Background: an optimization exercise with open tools, aiming at a short achievable clock period and few clock cycles. Do not read the settings as production practice.
In this exercise RTL edits were held to simulation tests only and were not proved equivalent to the original.
Power is estimated from default activity; no workload was simulated.

## flow/design.v

```verilog
module esp_frame_rx (
    input  wire        clk,
    input  wire        rst,
    input  wire        cmd_valid,
    output wire        cmd_ready,
    input  wire [7:0]  cmd_op,
    input  wire [15:0] cmd_n,
    output reg         rsp_valid,
    output reg  [2:0]  rsp_tag,
    output reg  [3:0]  rsp_code,
    output reg  [8:0]  rsp_a,
    output reg  [7:0]  rsp_b,
    input  wire [6:0]  rd_idx,
    output wire [7:0]  rd_data,
    output wire        src_rd,
    input  wire [1:0]  src_stat,
    input  wire [7:0]  src_data
);
    localparam [7:0] DS = 8'hA5;
    localparam [7:0] DE = 8'h5A;
    localparam [7:0] OP_BUFFER = 8'h01;
    localparam [7:0] OP_PEEK   = 8'h02;
    localparam [7:0] OP_SLICE  = 8'h03;
    localparam [7:0] OP_DRAIN  = 8'h04;
    localparam [7:0] OP_RECV   = 8'h12;
    localparam [2:0] T_READY  = 3'd0;
    localparam [2:0] T_WBLOCK = 3'd1;
    localparam [2:0] T_ERR    = 3'd2;
    localparam [2:0] T_FAULT  = 3'd3;
    localparam [2:0] T_REFUSE = 3'd4;
    localparam [3:0] E_EARLY_END   = 4'd4;
    localparam [3:0] E_CRC         = 4'd5;
    localparam [3:0] E_MISSING_END = 4'd6;
    localparam [3:0] E_TRANSPORT   = 4'd7;
    function [7:0] crc8_byte;
        input [7:0] c_in;
        input [7:0] b;
        integer k;
        reg [7:0] c;
        begin
            c = c_in ^ b;
            for (k = 0; k < 8; k = k + 1)
                c = c[0] ? ((c >> 1) ^ 8'h8C) : (c >> 1);
            crc8_byte = c;
        end
    endfunction
    localparam [8191:0] APOW_TAB = 8192'h9a4d261393d369348040201008040201180c8643b9c46231fa7dbe5f55d0e8f40a85c261ba572b15dbed76bb06d86cb6bdde6f37a6eef77b9148a452388d46236ab55a2d7c54aad5512894cab48b45a27e3f9fcf19f2f9fcd6eb753acbb359acf1783c1efe8ec7e3e070b85cce0783c192c964320b974b25399c4ea7eacce6734d2613094969349a40201088840201800c8643a1dc6231187dbe5faf2ae8f4fa85c261b05d2b150aed76bbdd036cb6dbde6f371b53f77bbd48a452a91c462391b55a2d163eaad56a2894cae5da45a2513f9fcf678cf9fc7eeb753a1d6559acd6783c1e0f7fc7e3f170b85c2ee783c1e0c9643299054b25929c4ea7d3f5e673392613090424349a4d201088c4420180408643a1d06e31180cbe5faf5795f4fa7dc261b0d8ae150a8576bbddee81b6dbed6f371b8d297bbddea452a9540e2391485a2d168b1fd56ab594cae5f26da251289fcf67b3c6fc7e3f753a1d8eb2acd6eb3c1e0f07bfe3f178b85c2e97f3c1e070643299cc822592c94ea7d3697a73399c13090402129a4d261088c4622180402043a1d0e8b7180c865faf572b4afa7dbe61b0d86cd70a85c2bbddeef7c0dbed76371b8d4614bdde6f52a954aa879148a42d168b458f6ab55acae5f2f936512894cf67b359637e3f9f3a1d8ec7d9d6eb751e0f0783dff1783c5c2e974b79e070b83299cce64192c964a7d369343d399c4e09040201894d261388c4623190402010a1d0e8f45b0c8643af572b15a57dbe5fb0d86cb66b85c261ddeef77b60ed76bb1b8d46238ade6f37a954aad5c348a452168b45a247b55a2de5f2f9fc9b2894ca67b359acb13f9fcf1d8ec7e3eceb753a0f0783c1ef783c1e2e974b25bc70b85c99cce673a0c96432d369349a9e9c4ea70402018044261309c4623118c8201088d0e8f4faad8643a1572b150ad2be5fafd86cb6db35c261b0eef77bbd3076bbdd8d462391c56f371b54aad56ae1a452a98b45a251a35a2d16f2f9fc7ecd94cae5b359acd6589fcf678ec7e3f1f6753a1d0783c1e0773c1e0f974b25925eb85c2ecce673395064329969349a4d4f4ea7d302018040221309046231180ce41088c4e8f4fa7d5643a1d02b150a85e95faf576cb6dbed1a61b0d8f77bbdde98bbddee46239148e2371b8daad56ab5f052a95445a25128d12d168bf9fc7e3f66cae5f259acd6eb2ccf67b3c7e3f178fb3a1d8e83c1e0703b1e0f074b2592c92f5c2e97e673399ca83299cc349a4d2627a7d369018040201109040231180c867288c462f4fa7dbeaba1d0e8150a85c274af572bb6dbed760db0d86c7bbdde6f4cddeef7239148a4711b8d46d56ab55af8a954aaa251289468168b45fc7e3f9f33e5f2f9acd6eb759667b359e3f1783cfd1d8ec7c1e070b89d0f07832592c964172e974b73399c4ed499cce69a4d261393d36934;
    function [127:0] pre_or;
        input [127:0] v;
        integer s;
        reg [127:0] x;
        begin
            x = v;
            for (s = 1; s < 128; s = s * 2)
                x = x | (x << s);
            pre_or = x;
        end
    endfunction
    function [127:0] suf_or;
        input [127:0] v;
        integer s;
        reg [127:0] x;
        begin
            x = v;
            for (s = 1; s < 128; s = s * 2)
                x = x | (x >> s);
            suf_or = x;
        end
    endfunction
    function [6:0] enc128;
        input [127:0] oh;
        integer b, i;
        reg [6:0] r;
        begin
            r = 7'd0;
            for (b = 0; b < 7; b = b + 1)
                for (i = 0; i < 128; i = i + 1)
                    if ((i >> b) & 1)
                        r[b] = r[b] | oh[i];
            enc128 = r;
        end
    endfunction
    reg [1023:0] ring;    
    reg [1023:0] rsv;     
    reg [6:0]    head;
    reg [6:0]    tail;
    reg [7:0]    count;
    reg          fval;    
    reg [6:0]    fptr;    
    reg [7:0]    fcnt;    
    reg [7:0]    flen;    
    reg [6:0]    fe;      
    reg [127:0]  fds;     
    reg [127:0]  fde;     
    reg [7:0]    s_last;  
    reg [1023:0] rl;      
    reg          faulted;
    reg [7:0]    d_reg;   
    localparam [2:0] S_IDLE = 3'd0;
    localparam [2:0] S_BUF  = 3'd1;
    localparam [2:0] S_DRN  = 3'd2;
    localparam [2:0] S_ANA  = 3'd3;
    localparam [2:0] S_DRN2 = 3'd4;
    reg [2:0] state;
    wire idle = (state == S_IDLE);
    wire full = count[7];
    assign cmd_ready = idle;
    assign src_rd  = !rst && (state == S_BUF) && !full;
    assign rd_data = rl[{rd_idx, 3'b000} +: 8];
    wire [6:0]  l7     = flen[6:0];
    wire        f_wb   = (fcnt < 8'd4) || ({1'b0, fcnt} < {1'b0, flen} + 9'd4);
    wire [7:0]  f_off  = count - fcnt;                   
    wire [1023:0] ring_r1 = {ring[7:0],  ring[1023:8]};   
    wire [1023:0] ring_r2 = {ring[15:0], ring[1023:16]};  
    wire [1023:0] ring_r3 = {ring[23:0], ring[1023:24]};  
    wire [1023:0] rsv_r1  = {rsv[7:0],   rsv[1023:8]};    
    wire [127:0]  fde_3   = fde >> 3;
    wire        end_ok = fde_3[l7];                           
    wire [7:0]  crc_b  = ring_r2[{fe, 3'b000} +: 8];          
    wire [7:0]  end_b  = ring_r3[{fe, 3'b000} +: 8];          
    wire [7:0]  s_end  = rsv_r1[{fe, 3'b000} +: 8];           
    wire [7:0]  s_beg  = rsv[{fptr, 3'b000} +: 8];            
    wire [63:0] am     = APOW_TAB[{l7, 6'b000000} +: 64];
    reg  [7:0]  crc_c;
    integer r;
    always @(*)
        for (r = 0; r < 8; r = r + 1)
            crc_c[r] = s_end[r] ^ (^(am[8*r +: 8] & s_beg));
    wire [127:0] below_e = ~(({128{1'b1}} << l7) << 3);   
    wire [127:0] de_in   = fde & below_e & ~128'd1;
    wire [127:0] de_suf  = suf_or(de_in);
    wire [127:0] de_last = de_in & ~(de_suf >> 1);
    wire         de_any  = de_suf[0];
    wire [6:0]   j_last  = enc128(de_last);
    wire [127:0] n1_in  = fds & ~128'd1;
    wire [127:0] n1_pre = pre_or(n1_in);
    wire [127:0] n1_1st = n1_in & ~(n1_pre << 1);
    wire         n1_any = n1_pre[127];
    wire [6:0]   n1_k   = enc128(n1_1st);
    wire [127:0] n2_msk = (state == S_DRN) ? ({128{1'b1}} << d_reg)
                                           : (({128{1'b1}} << l7) << 4);
    wire [127:0] n2_in  = fds & n2_msk;
    wire [127:0] n2_pre = pre_or(n2_in);
    wire [127:0] n2_1st = n2_in & ~(n2_pre << 1);
    wire         n2_any = n2_pre[127];
    wire [6:0]   n2_k   = enc128(n2_1st);
    reg [7:0] k_crc_c, k_crc_b, k_end_b;
    reg       k_end_ok, k_de_any;
    reg [6:0] k_j_last;
    reg       k1_any, k2_any;
    reg [6:0] k1_k, k2_k;
    always @(posedge clk) begin
        k_crc_c  <= crc_c;
        k_crc_b  <= crc_b;
        k_end_b  <= end_b;
        k_end_ok <= end_ok;
        k_de_any <= de_any;
        k_j_last <= j_last;
        k1_any   <= n1_any;
        k1_k     <= n1_k;
        k2_any   <= n2_any;
        k2_k     <= n2_k;
    end
    wire k_crc_ok   = (k_crc_c == k_crc_b);
    wire k_frame_ok = k_end_ok && k_crc_ok;
    wire [6:0] e_off = l7 + 7'd3;
    wire          use_k1  = (state == S_ANA) ? !k_frame_ok : (state == S_DRN);
    wire          mv_any  = use_k1 ? k1_any : k2_any;
    wire [6:0]    mv_k    = use_k1 ? k1_k : k2_k;
    wire [6:0]    mv_ptr  = fptr + mv_k;
    wire [7:0]    mv_len  = ring_r1[{mv_ptr, 3'b000} +: 8];
    wire [127:0]  mv_ds   = fds >> mv_k;
    wire [127:0]  mv_de   = fde >> mv_k;
    wire [2047:0] ring2  = {ring, ring};
    wire [6:0]    turn   = (state == S_ANA) ? (fptr + {5'd0, k_frame_ok, 1'b0}) : head;
    wire [1023:0] ring_t = ring2 >> {turn, 3'b000};
    wire [7:0] s_new  = crc8_byte(s_last, src_data);
    wire       b_ds   = (src_data == DS);
    wire       b_de   = (src_data == DE);
    reg       r_en;
    reg [2:0] r_tag;
    reg [3:0] r_code;
    reg [8:0] r_a;
    reg [7:0] r_b;
    reg       mv;        
    integer i;
    always @(posedge clk) begin
        r_en   = 1'b0;
        r_tag  = T_READY;
        r_code = 4'd0;
        r_a    = 9'd0;
        r_b    = 8'd0;
        mv     = 1'b0;
        if (rst) begin
            state     <= S_IDLE;
            head      <= 7'd0;
            tail      <= 7'd0;
            count     <= 8'd0;
            fval      <= 1'b0;
            fcnt      <= 8'd0;
            fds       <= 128'd0;
            fde       <= 128'd0;
            s_last    <= 8'd0;
            faulted   <= 1'b0;
            rsp_valid <= 1'b0;
        end else begin
            case (state)
            S_IDLE: if (cmd_valid) begin
                if (cmd_op != OP_BUFFER && cmd_op != OP_PEEK && cmd_op != OP_SLICE &&
                    cmd_op != OP_DRAIN && cmd_op != OP_RECV) begin
                    r_en  = 1'b1;
                    r_tag = T_REFUSE;
                end else if (faulted) begin
                    r_en  = 1'b1;
                    r_tag = T_FAULT;
                end else begin
                    case (cmd_op)
                    OP_BUFFER: begin
                        if (full)
                            r_en = 1'b1;
                        else
                            state <= S_BUF;
                    end
                    OP_PEEK: begin
                        r_en = 1'b1;
                        if (count != 8'd0)
                            r_a = {1'b1, ring_t[7:0]};
                    end
                    OP_SLICE: begin
                        r_en = 1'b1;
                        r_a  = {1'b0, count};
                        rl   <= ring_t;
                    end
                    OP_DRAIN: begin
                        if (cmd_n > {8'd0, count}) begin
                            r_en    = 1'b1;
                            faulted <= 1'b1;
                            r_tag   = T_FAULT;
                        end else begin
                            head  <= head + cmd_n[6:0];
                            count <= count - cmd_n[7:0];
                            if (!fval || cmd_n[7:0] <= f_off) begin
                                r_en = 1'b1;
                            end else begin
                                d_reg <= cmd_n[7:0] - f_off;
                                state <= S_DRN;
                            end
                        end
                    end
                    default: begin   
                        if (!fval) begin
                            r_en  = 1'b1;
                            r_tag = T_WBLOCK;
                            head  <= tail;
                            count <= 8'd0;
                        end else if (f_wb) begin
                            r_en  = 1'b1;
                            r_tag = T_WBLOCK;
                            head  <= fptr;
                            count <= fcnt;
                        end else begin
                            state <= S_ANA;
                        end
                    end
                    endcase
                end
            end
            S_ANA: begin
                r_en = 1'b1;
                mv   = 1'b1;
                if (!k_end_ok && k_de_any) begin
                    r_tag  = T_ERR;
                    r_code = E_EARLY_END;
                    r_a    = {2'b00, k_j_last};
                    r_b    = {1'b0, e_off};
                end else if (!k_crc_ok) begin
                    r_tag  = T_ERR;
                    r_code = E_CRC;
                    r_a    = {1'b0, k_crc_c};
                    r_b    = k_crc_b;
                end else if (!k_end_ok) begin
                    r_tag  = T_ERR;
                    r_code = E_MISSING_END;
                    r_a    = {2'b00, e_off};
                    r_b    = k_end_b;
                end else begin
                    r_a    = {1'b0, flen};
                    r_b    = k_crc_b;
                end
                rl <= ring_t;
                if (k_frame_ok) begin
                    head  <= fe + 7'd4;
                    count <= fcnt - flen - 8'd4;
                end else begin
                    head  <= fptr + 7'd1;
                    count <= fcnt - 8'd1;
                end
            end
            S_BUF: begin
                if (src_stat[1]) begin
                    r_en   = 1'b1;
                    r_tag  = T_ERR;
                    r_code = E_TRANSPORT;
                    r_a    = {1'b0, src_data};
                end else if (src_stat[0]) begin
                    for (i = 0; i < 128; i = i + 1)
                        if (tail == i) begin
                            ring[8*i +: 8] <= src_data;
                            rsv[8*i +: 8]  <= s_new;
                        end
                    if (fval) begin
                        for (i = 0; i < 128; i = i + 1)
                            if (fcnt[6:0] == i) begin
                                fds[i] <= b_ds;
                                fde[i] <= b_de;
                            end
                        fcnt <= fcnt + 8'd1;
                        if (fcnt == 8'd1) begin
                            flen <= src_data;
                            fe   <= fptr + src_data[6:0];
                        end
                    end else if (b_ds) begin
                        fval   <= 1'b1;
                        fptr   <= tail;
                        fcnt   <= 8'd1;
                        fds[0] <= 1'b1;
                    end
                    s_last <= s_new;
                    tail   <= tail + 7'd1;
                    count  <= count + 8'd1;
                    if (count == 8'd127)
                        r_en = 1'b1;
                end else begin
                    r_en = 1'b1;
                end
            end
            S_DRN: begin
                if (d_reg == 8'd1) begin
                    r_en = 1'b1;
                    mv   = 1'b1;
                end else begin
                    state <= S_DRN2;
                end
            end
            default: begin
                r_en = 1'b1;
                mv   = 1'b1;
            end
            endcase
            if (mv) begin
                fval <= mv_any;
                fptr <= mv_ptr;
                fcnt <= mv_any ? (fcnt - {1'b0, mv_k}) : 8'd0;
                flen <= mv_len;
                fe   <= mv_ptr + mv_len[6:0];
                fds  <= mv_any ? mv_ds : 128'd0;
                fde  <= mv_any ? mv_de : 128'd0;
            end
            rsp_valid <= r_en;
            if (r_en) begin
                rsp_tag  <= r_tag;
                rsp_code <= r_code;
                rsp_a    <= r_a;
                rsp_b    <= r_b;
                state    <= S_IDLE;
            end
        end
    end
endmodule
```

## flow/config.mk

```make
export PLATFORM = sky130hd
export DESIGN_NAME = esp_frame_rx
export DESIGN_NICKNAME = esp_frame_rx
export VERILOG_FILES = /design/flow/design.v
export SDC_FILE = /design/flow/constraint.sdc
export NUM_CORES = 4
export LEC_CHECK = 0
export CAP_MARGIN = 20
export CORE_MARGIN = 2
export CORE_UTILIZATION = 30
export PLACE_DENSITY = 0.45
export SETUP_SLACK_MARGIN = 5
export SLEW_MARGIN = 20
export TNS_END_PERCENT = 10
```

## flow/run.sh

```bash
#!/bin/bash
# synth_recipe.tcl (not shown) runs the flow's synth.tcl, then flattens the netlist and writes it again
# the make line also repeats each setting of config.mk as NAME=value (left out here)
make -C /OpenROAD-flow-scripts/flow DESIGN_CONFIG=/design/flow/config.mk WORK_HOME=/design/flow/orfs CLKGATE_MAP_FILE= SYNTH_SCRIPT=/design/flow/synth_recipe.tcl finish
```

## flow/constraint.sdc

```tcl
create_clock -name core_clock -period 12.0 [get_ports {clk}]
set_input_delay 2.4000 -clock core_clock [delete_from_list [all_inputs] [get_ports {clk}]]
set_output_delay 2.4000 -clock core_clock [all_outputs]
set_load 0.01 [all_outputs]
```

==> key figures, run 1 <==
Timing
  • Setup_tns: 0 ns
  • Fmax: 127 MHz
  • Minimum clock period after layout: 7.89 ns
  • Setup repair after global routing missed its margin: true
  • Worst setup slack after layout: 4.11 ns
  • Max_slew headroom: 11.3%
  • Period utilisation layout: 65.8%
  • Worst Skew: 0.146 ns
  • Slew @ Worst Pin: approximately 1.3 ns
  • Slew Limit Fails: 0
  • Worst hold margin: 0.479 ns
  • Final setup viols: 0
  • Hold Fails Final Rpt: 0

Layout
  • NumNets Final: roughly 21,000
  • Ratio of cells with drive above 1 in the final layout: 23.9%
  • Area delta synth->final: 12.1%
  • Most frequent cells in the layout: mux2i_1 (6,769), edfxtp_1 (3,125), mux4_2 (2,040), mux2_2 (1,153), nand2_1 (1,055)
  • Commonest non-fill, non-tap cell in the layout: mux2i_1
  • Biggest regs: ring (1024), rl (1024), rsv (1024)
  • Fill count: 88,500

Die
  • Boundary pin count: 79
  • Die area: 913,000 µm²
  • Area of the core: 903,000 µm²
  • Die width: 955 µm
  • Starting Density: a little under a third
  • Row cnt: 349
  • Die H: 955 µm

Critical path
  • Startpoint Class: input port
  • Worst r2r src: k_end_ok
  • CP Capture Type: output pin
  • CP max FO: between 40 and 50
  • Required @ worst endpoint: 9.60 ns
  • Critical Path End: rd_data[1]
  • R2R Path End: fe[6]
  • Reg2reg setup slack: 4.73 ns
  • CP startpoint: rd_idx[1]
  • CP Class: input port to output pin
  • WP data arrival: 5.49 ns
  • Reg2Reg Depth: 22

Clock network
  • CTS Buffer Depth: 4
  • Htree depth: 5
  • Reg clk slew, reported paths: approximately 0.060 ns
  • TritonCTS buffer count: around 410
  • TritonCTS clock tree: yes
  • Clk sinks: between 3,000 and 4,000
  • Post-CTS Hold Buffers: 0
  • Clock latency on the worst-skew pair: between 1 and 1.5 ns
  • CTS root buffer: clkbuf_16

Logic synthesis
  • Number of synthesized register bits: 3,473
  • Mapped Nets: 21,900
  • Post-synth EDFFs: approximately 3,100
  • Area leader, netlist: edfxtp_1
  • Post-Synthesis Cells: 21,700
  • Async SR Flop Fraction: 0%
  • Distinct cells, synth: 108
  • Synth top area share: 34.6%
  • Syn. warnings: 1
  • Avg Synthesized Cell Area: 12.5 µm²
  • Post-Synthesis Cell Area: 272,000 µm²
  • Top post-synthesis cells by area: edfxtp_1 (35%), mux2i_1 (25%), mux4_2 (17%)
  • Synth Flop Type: edfxtp_1
  • Post-synthesis sequential area ratio: 37.1%

Global routing
  • Number of global-route vias before repair: 205,000
  • Global Route met2 Usage: 43.4%
  • GR Util met1: 40.2%
  • Initial antenna violation count: 139
  • Gr usage total: 29.5%
  • Grt met3 use: between 7 and 8%
  • GR peak layer: met2
  • First-pass GRT wire length: 1,860,000 µm
  • GR Overflow Total: 0
  • Largest net degree at the start of global routing: 153

Routing
  • DRT Pass-1 Iters: 10
  • WL/cell: about 42 µm
  • DR vias/cell: 6.39
  • DRC Markers: 0
  • Via count: roughly 210k
  • Final ANT Viol Nets: 0
  • Total Wirelength: 1,410,000 µm
  • DR iter-0 viols: about 32,000

Flow run
  • # Max-Cap Violations: 0

Power and ir drop
  • PD cells: 91.5 nW/µm²
  • Worst vdd ir: 0.000146 V
  • Static leakage: 132 nW

Placed design
  • Post-Place Worst Slack: 3.00 ns
  • Count of buffers from port buffering: 77
  • Final GP Congestion: 1.01
  • DP Wirelength: 1,030,000 µm

Run status
  • Status: timing/DRC/antenna clean

Min path
  • Worst min path class: flip-flop to flip-flop
  • Min-delay src: head[1]
## layer usage
layer  wire length (µm)  vias to the layer above  part of all wire [%]
met5                360                        -                 0.026
met1             585000                   112000                    42
met4              81500                       54                   5.8
met2             597000                    13500                    42
li1                   -                    86200                     -
met3             144000                     2722                    10
## how the worst min path moves through the flow
stage | endpoint | slack [ns] | cells after the start
finish | head[1] | 0.48 | 2
global route | head[1] | 0.51 | 2
CTS | head[1] | 0.48 | 2
detailed placement | head[1] | 0.47 | 2
global placement | head[1] | 0.47 | 2
floorplan | k_de_any | 0.44 | 1
## cells by family (layout without fill, tap and decap cells)
group | count (synthesis) | in the layout | share of synthesized area (%)
multiplexers | 9980 | 9980 | 46.7
flip-flops | 3473 | 3473 | 37.1
AND/OR/NAND/NOR | 3066 | 3066 | 5.28
AO/OA/AOI/OAI | 2759 | 2759 | 6.56
buffers and inverters | 2154 | 1941 | 3.14
XOR/XNOR | 184 | 184 | 0.593
adder cells (fa/ha/maj) | 119 | 119 | 0.576
other | 1 | 90 | 0.00138
## worst max-delay path, cell delays in order
cell,delay [ns]
buf_16,0.21
buf_16,0.29
mux4_2,0.36
mux4_2,0.53
mux4_2,0.53
mux2_8,0.41
clkdlybuf4s15_1,0.31
## metrics by stage
step                      util [%]  area (µm²)  std cells  power, mW
after floorplan                  -      272000      21700       14.0
after global placement        31.9      288000      32600       14.3
after detailed placement      31.9      288000      32600       14.3
after CTS                     33.7      304000      33400       28.0
after global routing          33.7      304000      33500       28.5
final                         33.7      304000      33500       27.8
## synthesized netlist by cell type, types with 145 or more instances
master and n:
a211oi_1 167, a21oi_1 730, a22oi_1 182, buf_1 652, buf_2 212, clkbuf_1 1065
dfxtp_1 348, edfxtp_1 3125, inv_1 177, mux2_2 1161, mux2i_1 6779, mux4_2 2040
nand2_1 1065, nand3_1 214, nor2_1 825, nor3_1 226, o211ai_1 166, o21ai_0 600
o22ai_1 145
## cell type report
cell class | instances | area, µm² | area share [%]
Antenna cell | 89 | 223 | 0.0732
Clock buffer | 481 | 10800 | 3.54
Clock inverter | 284 | 3620 | 1.19
Inverter | 187 | 767 | 0.252
Multi-Input combinational cell | 16100 | 164000 | 53.9
Sequential cell | 3473 | 101000 | 33.1
Tap cell | 11900 | 14900 | 4.91
Timing Repair Buffer | 988 | 9240 | 3.04
Timing Repair inverter | 1 | 8.76 | 0.00288
## power by group
part | total, mW | switching [mW] | internal [mW]
clock | 13.7 | 5.96 | 7.74
sequential | 13.3 | 0.00397 | 13.3
combinational | 0.804 | 0.573 | 0.231
total | 27.8 | 6.54 | 21.3
## timing repair
item | 4_1_cts | 5_1_grt
setup endpoints to repair | 145 | 31
setup buffers | 29 | 1
pin swaps | 5 | 0
gates resized for setup | 101 | 4
cloned | 19 | 3
Testbench counts, summed over its fixed seeds: cycles 46,331.
==> run 2: changes to the inputs <==
--- a/flow/design.v
+++ b/flow/design.v
@@ -45,6 +45,36 @@
         end
     endfunction
     localparam [8191:0] APOW_TAB = 8192'h9a4d261393d369348040201008040201180c8643b9c46231fa7dbe5f55d0e8f40a85c261ba572b15dbed76bb06d86cb6bdde6f37a6eef77b9148a452388d46236ab55a2d7c54aad5512894cab48b45a27e3f9fcf19f2f9fcd6eb753acbb359acf1783c1efe8ec7e3e070b85cce0783c192c964320b974b25399c4ea7eacce6734d2613094969349a40201088840201800c8643a1dc6231187dbe5faf2ae8f4fa85c261b05d2b150aed76bbdd036cb6dbde6f371b53f77bbd48a452a91c462391b55a2d163eaad56a2894cae5da45a2513f9fcf678cf9fc7eeb753a1d6559acd6783c1e0f7fc7e3f170b85c2ee783c1e0c9643299054b25929c4ea7d3f5e673392613090424349a4d201088c4420180408643a1d06e31180cbe5faf5795f4fa7dc261b0d8ae150a8576bbddee81b6dbed6f371b8d297bbddea452a9540e2391485a2d168b1fd56ab594cae5f26da251289fcf67b3c6fc7e3f753a1d8eb2acd6eb3c1e0f07bfe3f178b85c2e97f3c1e070643299cc822592c94ea7d3697a73399c13090402129a4d261088c4622180402043a1d0e8b7180c865faf572b4afa7dbe61b0d86cd70a85c2bbddeef7c0dbed76371b8d4614bdde6f52a954aa879148a42d168b458f6ab55acae5f2f936512894cf67b359637e3f9f3a1d8ec7d9d6eb751e0f0783dff1783c5c2e974b79e070b83299cce64192c964a7d369343d399c4e09040201894d261388c4623190402010a1d0e8f45b0c8643af572b15a57dbe5fb0d86cb66b85c261ddeef77b60ed76bb1b8d46238ade6f37a954aad5c348a452168b45a247b55a2de5f2f9fc9b2894ca67b359acb13f9fcf1d8ec7e3eceb753a0f0783c1ef783c1e2e974b25bc70b85c99cce673a0c96432d369349a9e9c4ea70402018044261309c4623118c8201088d0e8f4faad8643a1572b150ad2be5fafd86cb6db35c261b0eef77bbd3076bbdd8d462391c56f371b54aad56ae1a452a98b45a251a35a2d16f2f9fc7ecd94cae5b359acd6589fcf678ec7e3f1f6753a1d0783c1e0773c1e0f974b25925eb85c2ecce673395064329969349a4d4f4ea7d302018040221309046231180ce41088c4e8f4fa7d5643a1d02b150a85e95faf576cb6dbed1a61b0d8f77bbdde98bbddee46239148e2371b8daad56ab5f052a95445a25128d12d168bf9fc7e3f66cae5f259acd6eb2ccf67b3c7e3f178fb3a1d8e83c1e0703b1e0f074b2592c92f5c2e97e673399ca83299cc349a4d2627a7d369018040201109040231180c867288c462f4fa7dbeaba1d0e8150a85c274af572bb6dbed760db0d86c7bbdde6f4cddeef7239148a4711b8d46d56ab55af8a954aaa251289468168b45fc7e3f9f33e5f2f9acd6eb759667b359e3f1783cfd1d8ec7c1e070b89d0f07832592c964172e974b73399c4ed499cce69a4d261393d36934;
+    function [7:0] sel128;
+        input [1023:0] d;
+        input [6:0]    idx;
+        reg [3:0]   s0, s1, s2;
+        reg [255:0] y1;
+        reg [63:0]  y2;
+        reg [15:0]  y3;
+        integer g, k;
+        begin
+            s0 = 4'b0001 << idx[1:0];
+            s1 = 4'b0001 << idx[3:2];
+            s2 = 4'b0001 << idx[5:4];
+            for (g = 0; g < 32; g = g + 1) begin
+                y1[8*g +: 8] = 8'd0;
+                for (k = 0; k < 4; k = k + 1)
+                    y1[8*g +: 8] = y1[8*g +: 8] | (d[8*(4*g+k) +: 8] & {8{s0[k]}});
+            end
+            for (g = 0; g < 8; g = g + 1) begin
+                y2[8*g +: 8] = 8'd0;
+                for (k = 0; k < 4; k = k + 1)
+                    y2[8*g +: 8] = y2[8*g +: 8] | (y1[8*(4*g+k) +: 8] & {8{s1[k]}});
+            end
+            for (g = 0; g < 2; g = g + 1) begin
+                y3[8*g +: 8] = 8'd0;
+                for (k = 0; k < 4; k = k + 1)
+                    y3[8*g +: 8] = y3[8*g +: 8] | (y2[8*(4*g+k) +: 8] & {8{s2[k]}});
+            end
+            sel128 = idx[6] ? y3[15:8] : y3[7:0];
+        end
+    endfunction
     function [127:0] pre_or;
         input [127:0] v;
         integer s;
@@ -101,12 +131,13 @@
     localparam [2:0] S_DRN  = 3'd2;
     localparam [2:0] S_ANA  = 3'd3;
     localparam [2:0] S_DRN2 = 3'd4;
+    localparam [2:0] S_SLC  = 3'd5;
     reg [2:0] state;
     wire idle = (state == S_IDLE);
     wire full = count[7];
     assign cmd_ready = idle;
     assign src_rd  = !rst && (state == S_BUF) && !full;
-    assign rd_data = rl[{rd_idx, 3'b000} +: 8];
+    assign rd_data = sel128(rl, rd_idx);
     wire [6:0]  l7     = flen[6:0];
     wire        f_wb   = (fcnt < 8'd4) || ({1'b0, fcnt} < {1'b0, flen} + 9'd4);
     wire [7:0]  f_off  = count - fcnt;                   
@@ -161,18 +192,19 @@
         k2_any   <= n2_any;
         k2_k     <= n2_k;
     end
+    reg  k_ok;
     wire k_crc_ok   = (k_crc_c == k_crc_b);
     wire k_frame_ok = k_end_ok && k_crc_ok;
     wire [6:0] e_off = l7 + 7'd3;
-    wire          use_k1  = (state == S_ANA) ? !k_frame_ok : (state == S_DRN);
+    wire          use_k1  = (state == S_ANA || idle) ? !k_frame_ok : (state == S_DRN);
     wire          mv_any  = use_k1 ? k1_any : k2_any;
     wire [6:0]    mv_k    = use_k1 ? k1_k : k2_k;
     wire [6:0]    mv_ptr  = fptr + mv_k;
-    wire [7:0]    mv_len  = ring_r1[{mv_ptr, 3'b000} +: 8];
+    wire [7:0]    mv_len  = sel128(ring_r1, mv_ptr);
     wire [127:0]  mv_ds   = fds >> mv_k;
     wire [127:0]  mv_de   = fde >> mv_k;
     wire [2047:0] ring2  = {ring, ring};
-    wire [6:0]    turn   = (state == S_ANA) ? (fptr + {5'd0, k_frame_ok, 1'b0}) : head;
+    wire [6:0]    turn   = (state == S_SLC) ? head : (fptr + {5'd0, k_frame_ok, 1'b0});
     wire [1023:0] ring_t = ring2 >> {turn, 3'b000};
     wire [7:0] s_new  = crc8_byte(s_last, src_data);
     wire       b_ds   = (src_data == DS);
@@ -183,6 +215,8 @@
     reg [8:0] r_a;
     reg [7:0] r_b;
     reg       mv;        
+    reg       app;       
+    reg       chk;       
     integer i;
     always @(posedge clk) begin
         r_en   = 1'b0;
@@ -191,6 +225,8 @@
         r_a    = 9'd0;
         r_b    = 8'd0;
         mv     = 1'b0;
+        app    = 1'b0;
+        chk    = 1'b0;
         if (rst) begin
             state     <= S_IDLE;
             head      <= 7'd0;
@@ -203,6 +239,7 @@
             s_last    <= 8'd0;
             faulted   <= 1'b0;
             rsp_valid <= 1'b0;
+            k_ok      <= 1'b0;
         end else begin
             case (state)
             S_IDLE: if (cmd_valid) begin
@@ -224,13 +261,9 @@
                     OP_PEEK: begin
                         r_en = 1'b1;
                         if (count != 8'd0)
-                            r_a = {1'b1, ring_t[7:0]};
-                    end
-                    OP_SLICE: begin
-                        r_en = 1'b1;
-                        r_a  = {1'b0, count};
-                        rl   <= ring_t;
+                            r_a = {1'b1, ring[{head, 3'b000} +: 8]};
                     end
+                    OP_SLICE: state <= S_SLC;
                     OP_DRAIN: begin
                         if (cmd_n > {8'd0, count}) begin
                             r_en    = 1'b1;
@@ -241,6 +274,9 @@
                             count <= count - cmd_n[7:0];
                             if (!fval || cmd_n[7:0] <= f_off) begin
                                 r_en = 1'b1;
+                            end else if (cmd_n[7:0] == f_off + 8'd1 && k_ok && !k_frame_ok) begin
+                                r_en = 1'b1;
+                                mv   = 1'b1;
                             end else begin
                                 d_reg <= cmd_n[7:0] - f_off;
                                 state <= S_DRN;
@@ -258,6 +294,8 @@
                             r_tag = T_WBLOCK;
                             head  <= fptr;
                             count <= fcnt;
+                        end else if (k_ok) begin
+                            chk = 1'b1;
                         end else begin
                             state <= S_ANA;
                         end
@@ -265,36 +303,11 @@
                     endcase
                 end
             end
-            S_ANA: begin
+            S_ANA: chk = 1'b1;
+            S_SLC: begin
                 r_en = 1'b1;
-                mv   = 1'b1;
-                if (!k_end_ok && k_de_any) begin
-                    r_tag  = T_ERR;
-                    r_code = E_EARLY_END;
-                    r_a    = {2'b00, k_j_last};
-                    r_b    = {1'b0, e_off};
-                end else if (!k_crc_ok) begin
-                    r_tag  = T_ERR;
-                    r_code = E_CRC;
-                    r_a    = {1'b0, k_crc_c};
-                    r_b    = k_crc_b;
-                end else if (!k_end_ok) begin
-                    r_tag  = T_ERR;
-                    r_code = E_MISSING_END;
-                    r_a    = {2'b00, e_off};
-                    r_b    = k_end_b;
-                end else begin
-                    r_a    = {1'b0, flen};
-                    r_b    = k_crc_b;
-                end
-                rl <= ring_t;
-                if (k_frame_ok) begin
-                    head  <= fe + 7'd4;
-                    count <= fcnt - flen - 8'd4;
-                end else begin
-                    head  <= fptr + 7'd1;
-                    count <= fcnt - 8'd1;
-                end
+                r_a  = {1'b0, count};
+                rl   <= ring_t;
             end
             S_BUF: begin
                 if (src_stat[1]) begin
@@ -303,6 +316,7 @@
                     r_code = E_TRANSPORT;
                     r_a    = {1'b0, src_data};
                 end else if (src_stat[0]) begin
+                    app = 1'b1;
                     for (i = 0; i < 128; i = i + 1)
                         if (tail == i) begin
                             ring[8*i +: 8] <= src_data;
@@ -347,6 +361,38 @@
                 mv   = 1'b1;
             end
             endcase
+            if (chk) begin
+                r_en = 1'b1;
+                mv   = 1'b1;
+                if (!k_end_ok && k_de_any) begin
+                    r_tag  = T_ERR;
+                    r_code = E_EARLY_END;
+                    r_a    = {2'b00, k_j_last};
+                    r_b    = {1'b0, e_off};
+                end else if (!k_crc_ok) begin
+                    r_tag  = T_ERR;
+                    r_code = E_CRC;
+                    r_a    = {1'b0, k_crc_c};
+                    r_b    = k_crc_b;
+                end else if (!k_end_ok) begin
+                    r_tag  = T_ERR;
+                    r_code = E_MISSING_END;
+                    r_a    = {2'b00, e_off};
+                    r_b    = k_end_b;
+                end else begin
+                    r_tag  = T_READY;
+                    r_a    = {1'b0, flen};
+                    r_b    = k_crc_b;
+                end
+                rl <= ring_t;
+                if (k_frame_ok) begin
+                    head  <= fe + 7'd4;
+                    count <= fcnt - flen - 8'd4;
+                end else begin
+                    head  <= fptr + 7'd1;
+                    count <= fcnt - 8'd1;
+                end
+            end
             if (mv) begin
                 fval <= mv_any;
                 fptr <= mv_ptr;
@@ -356,6 +402,7 @@
                 fds  <= mv_any ? mv_ds : 128'd0;
                 fde  <= mv_any ? mv_de : 128'd0;
             end
+            k_ok      <= !(mv || app || state == S_DRN);
             rsp_valid <= r_en;
             if (r_en) begin
                 rsp_tag  <= r_tag;
--- a/flow/config.mk
+++ b/flow/config.mk
@@ -7,8 +7,8 @@
 export LEC_CHECK = 0
 export CAP_MARGIN = 20
 export CORE_MARGIN = 2
-export CORE_UTILIZATION = 30
-export PLACE_DENSITY = 0.45
+export CORE_UTILIZATION = 40
+export PLACE_DENSITY = 0.6
 export SETUP_SLACK_MARGIN = 5
 export SLEW_MARGIN = 20
 export TNS_END_PERCENT = 10
==> run 2 against run 1 <==
Still clean. Clock skew fell by 0.020 ns. Die area fell by 23%. Critical path depth increased by 2. Clock power decreased by 8%. First-iteration DRC count increased by 26%.
==> key figures, run 2 <==
Clock network
  • Clk sinks: about 3,500
  • CTS root buffer: clkbuf_16
  • Clock latency on the worst-skew pair: 1.14 ns
  • TritonCTS clock tree: yes
  • CTS Buffer Depth: 4
  • Post-CTS Hold Buffers: 0
  • TritonCTS buffer count: 390
  • Htree depth: 5
  • Reg clk slew, reported paths: 0.06 ns

Global routing
  • GR Overflow Total: 0
  • Initial antenna violation count: 108
  • Number of global-route vias before repair: 207,000
  • First-pass GRT wire length: 1,760,000 µm
  • Gr usage total: between 30% and 40%
  • Largest net degree at the start of global routing: 178

Layout
  • Most frequent cells in the layout: mux2i_1 (7,035), edfxtp_1 (3,125), mux4_2 (2,388), mux2_2 (1,141), nor2_1 (782)
  • Area delta synth->final: 10.0%
  • Biggest regs: ring (1024), rl (1024), rsv (1024)
  • Cell area after layout: 306,000 µm²
  • Ratio of cells with drive above 1 in the final layout: 24.9%
  • Post-Layout Cell Count: 30,700
  • NumNets Final: 21,200
  • Final core utilization: 44.1%
  • Commonest non-fill, non-tap cell in the layout: mux2i_1

Routing
  • DR vias/cell: slightly above 7
  • DRC Markers: 0
  • DRT Pass-1 Iters: 8
  • Via count: 223,000
  • WL/cell: approximately 43 µm
  • Total Wirelength: 1,310,000 µm
  • DR iter-0 viols: 40,100
  • Final ANT Viol Nets: 0

Run status
  • Status: timing/DRC/antenna clean

Placed design
  • Cells after DPL: 29,800
  • Final GP Congestion: about 1.1
  • Post-Place Worst Slack: just under 3 ns
  • Area after DPL: between 200,000 and 300,000 µm²
  • Count of buffers from port buffering: 77
  • DP Wirelength: a little over 900,000 µm

Logic synthesis
  • Post-synth EDFFs: about 3,100
  • Mapped Nets: 21,800
  • Post-Synthesis Cells: 21,700
  • Most numerous cell in the Yosys netlist: mux2i_1
  • Post-synthesis sequential area ratio: 36.2%
  • Async SR Flop Fraction: 0%
  • Area leader, netlist: edfxtp_1
  • Synth top area share: 33.7%
  • Top post-synthesis cells by area: edfxtp_1 (34%), mux2i_1 (25%), mux4_2 (19%)
  • Avg Synthesized Cell Area: 12.8 µm²
  • Synth Flop Type: edfxtp_1
  • Number of synthesized register bits: 3,474
  • Top cell types by occurrence after synthesis: mux2i_1 (7,051), edfxtp_1 (3,125), mux4_2 (2,388)
  • Post-Synthesis Cell Area: 278,000 µm²
  • Syn. warnings: 1
  • Distinct cells, synth: 107

Critical path
  • Required @ worst endpoint: approximately 9.6 ns
  • Crit-path leading delay family: multiplexers
  • Slowest stage delay, CP: 0.53 ns
  • CP max FO: 5
  • Number of buffers and inverters on the critical path: 5
  • Cell Chain, Critical Path: buf_16 > buf_16 > buf_4 > buf_16 > mux4_2 > mux4_2 > mux4_2 > mux2_4 > buf_6
  • Slowest CP cell: mux4_2
  • WP data arrival: 5.29 ns
  • Startpoint Class: input port
  • CP Capture Type: output pin
  • CP Class: input port to output pin

Die
  • Die width: 838 µm
  • Die area: 703,000 µm²
  • Area of the core: 694,000 µm²
  • Row cnt: 306
  • Boundary pin count: 79
  • Die H: 838 µm
  • Starting Density: 40.1%

Power and ir drop
  • PD cells: around 90 nW/µm²
  • Clock Power Share: ~46%
  • Internal power: ~21 mW
  • Static leakage: 126 nW
  • Switch share: 24.5%
  • Comb pwr share: 5.9%
  • Worst vdd ir: 0.000152 V
  • Pwr Total: 27.5 mW
  • Net switching power: 6.74 mW
  • Sequential power share: 48.4%

Timing
  • Minimum clock period after layout: 7.69 ns
  • Period utilisation layout: 64.1%
  • Slew @ Worst Pin: 1.36 ns
  • Slew Limit Fails: 0
  • Final setup viols: 0
  • Fmax: 130 MHz
  • Worst setup slack after layout: between 4 and 5 ns
  • Max_slew headroom: 9.40%
  • Setup repair after global routing missed its margin: true
  • Hold Fails Final Rpt: 0
  • Worst Skew: 0.126 ns

Min path
  • Worst min path class: flip-flop to flip-flop

Flow run
  • # Max-Cap Violations: 0
[run 2: changes by cell type in the layout (fill, tap and decap cells not counted), sizes merged, moves of 63 or more]
cell	previous run	this run
a211oi	167	275
a21oi	730	590
a22oi	182	98
buf	922	845
mux2i	6779	7051
mux4	2040	2388
nand2	1066	734
nor2	827	924
o211ai	166	103
o21ai	606	501
o22ai	145	75
[run 2: worst reg2reg max path: stages (launching register included)]
cell      delay [ns]
dfxtp_1         0.34
xor2_1          0.19
nor4_2          0.44
buf_4           0.22
nand3_1         0.28
nand2_4         0.34
mux2i_4         0.31
buf_8           0.38
inv_6           0.29
ha_1            0.50
xnor2_2         0.52
buf_8           0.37
mux4_2          0.35
nand2_1         0.06
nand3_1         0.12
o21ai_0         0.09
o21ai_1         0.69
ha_1            0.31
inv_1           0.07
fa_1            0.47
inv_1           0.08
a21oi_1         0.06
o21bai_1        0.19
a21o_1          0.16
a21oi_1         0.09
xor2_1          0.17
a21oi_1         0.08
[run 2: metal layers]
layer	up-vias	part of all wire, %	global-route usage, %
met5	-	0.079	0.454
met4	88	7.8	22.1
met3	4145	14	13.7
met2	19300	41	50.2
met1	113000	37	46.3
li1	86500	-	-
[run 2: logic make-up after synthesis]
kind of cell | synth area share [%]
buffers and inverters | 3.07
adders and majority gates | 0.566
and+or+nand+nor | 4.86
muxes | 49.3
other | 0.00135
AOI/OAI and AO/OA | 5.40
DFF | 36.2
xor gates and xnor gates | 0.582
[run 2: power groups by stage]
stage | registers (mW) | clock network, mW | logic [mW]
2_1_floorplan | 13.6 | 0 | 0.867
3_3_place_gp | 13.6 | 0 | 1.44
3_5_place_dp | 13.6 | 0 | 1.45
4_1_cts | 13.3 | 12.6 | 1.54
5_1_grt | 13.3 | 13.0 | 1.65
6_report | 13.3 | 12.6 | 1.61
[run 2: layout make-up]
class                      instances  area, µm²
clock buffer                     466      10100
timing repair buffer             913       8980
tap                             9240      11600
clock inverter                   250       2830
multi-input combinational      16000     171000
sequential                      3474     101000
inverter                         180        708
antenna                          135        338
fill                           62600     388000
[run 2: timing repair]
item	4_1_cts	5_1_grt
pin swaps	5	5
setup buffers	26	17
gates cloned	34	4
endpoints found under the setup margin	160	264
resized for setup	138	28
[run 2: stage by stage]
step | hold slack [ns] | TNS [ns]
floorplan | 0.456 | -9969.49
global placement | 0.496 | 0
detailed placement | 0.503 | 0
CTS | 0.512 | 0
global route | 0.528 | 0
finish | 0.511 | 0
[run 2: final timing paths]
| check | start | to | slack (ns) | cells after the start |
|---|---|---|---|---|
| min reg2reg | s_last[5] | s_last[5] | 0.51 | 2 |
| min | s_last[5] | s_last[5] | 0.51 | 2 |
| max | rd_idx[0] | rd_data[1] | 4.31 | 9 |
| max reg2reg | k_crc_c[7] | fe[6] | 4.64 | 26 |
Testbench counts of run 2, summed over its fixed seeds: cycles 45,666.
==> run 3: changes to the inputs <==
--- a/flow/config.mk
+++ b/flow/config.mk
@@ -6,9 +6,11 @@
 export NUM_CORES = 4
 export LEC_CHECK = 0
 export CAP_MARGIN = 20
+export CELL_PAD_IN_SITES_DETAIL_PLACEMENT = 1
+export CELL_PAD_IN_SITES_GLOBAL_PLACEMENT = 1
 export CORE_MARGIN = 2
-export CORE_UTILIZATION = 40
-export PLACE_DENSITY = 0.6
+export CORE_UTILIZATION = 36
+export PLACE_DENSITY = 0.55
 export SETUP_SLACK_MARGIN = 5
 export SLEW_MARGIN = 20
 export TNS_END_PERCENT = 10
==> run 3 against run 2 <==
Still clean on timing, DRC and antenna. Register-to-register slack got worse by 0.04 ns. Via count fell by 0.54%. Routed wire length rose by 12%. Global-route usage increased by 0.19 points. Die area up 11%. Critical endpoint is now rd_data[2]. Largest power group is now clock. Highest routed layer unchanged.
==> key figures, run 3 <==
Run status
  • Status: timing/DRC/antenna clean

Logic synthesis
  • Synth Flop Type: edfxtp_1
  • Distinct cells, synth: 107
  • Post-Synthesis Cells: 21,700
  • Mapped Nets: 21,800
  • Top cell types by occurrence after synthesis: mux2i_1 (7,051), edfxtp_1 (3,125), mux4_2 (2,388)
  • Synth top area share: 33.7%
  • Area leader, netlist: edfxtp_1
  • Post-Synthesis Cell Area: 278,000 µm²
  • Post-synth EDFFs: 3,125
  • Post-synthesis sequential area ratio: 36.2%
  • Async SR Flop Fraction: 0%
  • Syn. warnings: 1
  • Most numerous cell in the Yosys netlist: mux2i_1
  • Avg Synthesized Cell Area: 12.8 µm²
  • Top post-synthesis cells by area: edfxtp_1 (34%), mux2i_1 (25%), mux4_2 (19%)
  • Number of synthesized register bits: about 3,500

Routing
  • Total Wirelength: 1,460,000 µm
  • Via count: 221,000
  • WL/cell: 46.0 µm
  • DR vias/cell: 6.96
  • DR iter-0 viols: around 32,000
  • DRT Pass-1 Iters: 6
  • DRC Markers: 0
  • Final ANT Viol Nets: 0

Global routing
  • GR Util met1: 46.5%
  • First-pass GRT wire length: 1,950,000 µm
  • GR Overflow Total: 0
  • Number of global-route vias before repair: 216,000
  • Initial antenna violation count: roughly 170
  • Largest net degree at the start of global routing: roughly 180
  • Grt met3 use: 10.7%
  • Gr usage total: 35.9%
  • GR peak layer: met2
  • Global Route met2 Usage: between 50% and 60%

Clock network
  • TritonCTS buffer count: 419
  • Reg clk slew, reported paths: 0.06 ns
  • Post-CTS Hold Buffers: 0
  • Clk sinks: 3,474
  • CTS root buffer: clkbuf_16
  • TritonCTS clock tree: yes
  • CTS Buffer Depth: 4
  • Htree depth: 5
  • Clock latency on the worst-skew pair: 1.18 ns

Critical path
  • Reg2reg setup slack: ~4.6 ns
  • Startpoint Class: input port
  • R2R Path End: fe[6]
  • Reg2Reg Depth: 22
  • CP Capture Type: output pin
  • Required @ worst endpoint: between 9 and 10 ns
  • CP max FO: 7
  • Worst r2r src: k_crc_c[0]
  • WP data arrival: 5.35 ns
  • CP Class: input port to output pin

Timing
  • Minimum clock period after layout: 7.75 ns
  • Slew @ Worst Pin: 1.33 ns
  • Setup repair after global routing missed its margin: true
  • Worst Skew: 0.162 ns
  • Max_slew headroom: about 11%
  • Fmax: 129 MHz
  • Final setup viols: 0
  • Worst hold margin: 0.514 ns
  • Period utilisation layout: 64.6%
  • Hold Fails Final Rpt: 0
  • Slew Limit Fails: 0

Placed design
  • Cells after DPL: ~31,000
  • DP Wirelength: 1,040,000 µm
  • Final GP Congestion: 1.03
  • Count of buffers from port buffering: 77

Power and ir drop
  • PD cells: 92.7 nW/µm²
  • Static leakage: 127 nW
  • Worst vdd ir: 0.000154 V

Layout
  • Commonest non-fill, non-tap cell in the layout: mux2i_1
  • Seq. cell area: just over 100,000 µm²
  • Area delta synth->final: 11.2%
  • Ratio of cells with drive above 1 in the final layout: roughly a quarter
  • Biggest regs: ring (1024), rl (1024), rsv (1024)
  • NumNets Final: about 21,000
  • Most frequent cells in the layout: mux2i_1 (7,038), edfxtp_1 (3,125), mux4_2 (2,388), mux2_2 (1,139), nor2_1 (783)
  • Fill count: 79,100
  • Post-Layout Cell Count: 31,800
  • Multi-input logic area: between 150,000 and 200,000 µm²

Die
  • Row cnt: 323
  • Die width: 883 µm
  • Die area: 780,000 µm²
  • Boundary pin count: 79
  • Die H: about 900 µm
  • Starting Density: between 30% and 40%
  • Area of the core: 772,000 µm²

Min path
  • Hold EP: s_last[7]
  • Min-delay src: s_last[7]
  • Worst min path class: flip-flop to flip-flop
  • Hold depth: 2

Flow run
  • # Max-Cap Violations: 0
## run 3: cell counts after synthesis
No cell type changed its count.
## run 3: how the worst max path moves through the flow
stage	from	to	slack (ns)	cells past startpoint
after floorplan	cmd_op[1]	rl[0]	-8.81	8
after global placement	state[1]	fe[6]	2.85	25
after detailed placement	state[1]	fe[6]	2.74	25
after CTS	rd_idx[0]	rd_data[2]	4.27	9
after global routing	rd_idx[0]	rd_data[5]	4.29	10
final	rd_idx[0]	rd_data[2]	4.25	9
## run 3: critical path, stage by stage
cell and delay (ns):
buf_16 0.14, buf_16 0.19, buf_12 0.15, buf_16 0.13
mux4_2 0.53, mux4_2 0.49, mux4_2 0.50, mux2_8 0.40
buf_6 0.20
## run 3: timing repair
action | in CTS | in global routing
buffers inserted | 40 | 14
resized for setup | 141 | 36
hold endpoints to repair | 0 | 0
pin swaps | 11 | 3
setup endpoints to repair | 249 | 253
cloned | 33 | 6
## run 3: cells by family after synthesis
family,count (synthesis),share of synthesized area (%)
adder cells (fa/ha/maj),120,0.566
AND/OR/NAND/NOR,2849,4.86
AO/OA/AOI/OAI,2302,5.40
buffers and inverters,2156,3.07
XOR/XNOR,182,0.582
flip-flops,3474,36.2
other,1,0.00135
multiplexers,10600,49.3
## run 3: layout make-up
type                    count  area share, %
diodes                    123         0.0994
clock buffers             506           3.55
clock inverters           281           1.10
inverters                 180          0.227
multi-input cells       16000           55.2
flip-flops and latches   3474           32.6
well taps               10200           4.14
repair buffers            954           3.12
## run 3: where the power goes
part / total (mW) / switching [mW] / internal, mW
clock: 13.7 / 5.97 / 7.72
sequential: 13.3 / 0.00937 / 13.3
combinational: 1.70 / 1.13 / 0.570
## run 3: metrics by stage
stage	instance area, µm²	power [mW]	setup WS [ns]	util [%]	TNS [ns]
after floorplan	278000	14.5	-8.81	-	-9969.49
after global placement	292000	15.1	2.85	37.8	0
after detailed placement	293000	15.1	2.74	37.9	0
after CTS	309000	28.7	4.27	40.0	0
after global routing	309000	29.2	4.29	40.1	0
final	310000	28.7	4.25	40.1	0
## run 3: routing by layer
| layer | vias to the layer above | part of all wire [%] |
|---|---|---|
| met5 | - | 0.059 |
| met4 | 98 | 6.8 |
| met3 | 3461 | 11 |
| met2 | 15100 | 43 |
| met1 | 116000 | 39 |
| li1 | 86500 | - |

separate check: timing with driven ports:
No port has a modelled driver above. Below, the same layouts with a new extraction and two added sets of constraints. Step 1 sets driving cells, clkbuf_16 on the clock port and buf_2 on the other inputs (assumed; they add their load-dependent delay and slew). Step 2 also shifts input and output timing later by t, the mid clock arrival at the registers, as if the neighbouring blocks saw the same clock. Three values: no drivers, after step 1, after step 2; two values: the first two.
| run | t, ns | setup slack, ns | hold WS [ns] |
|---|---|---|---|
| run 1 | 1.248 | 4.108 / 3.794 / 3.794 | 0.479 / 0.479 / 0.479 |
| run 2 | 1.225 | 4.309 / 3.742 / 3.742 | 0.511 / 0.511 / 0.511 |
| run 3 | 1.251 | 4.248 / 3.661 / 3.661 | 0.514 / 0.514 / 0.514 |
After both steps every run listed still meets setup and hold. For run 3, which loses most, drivers alone change the setup slack by -0.587 ns; drivers and shift together by -0.587 ns.
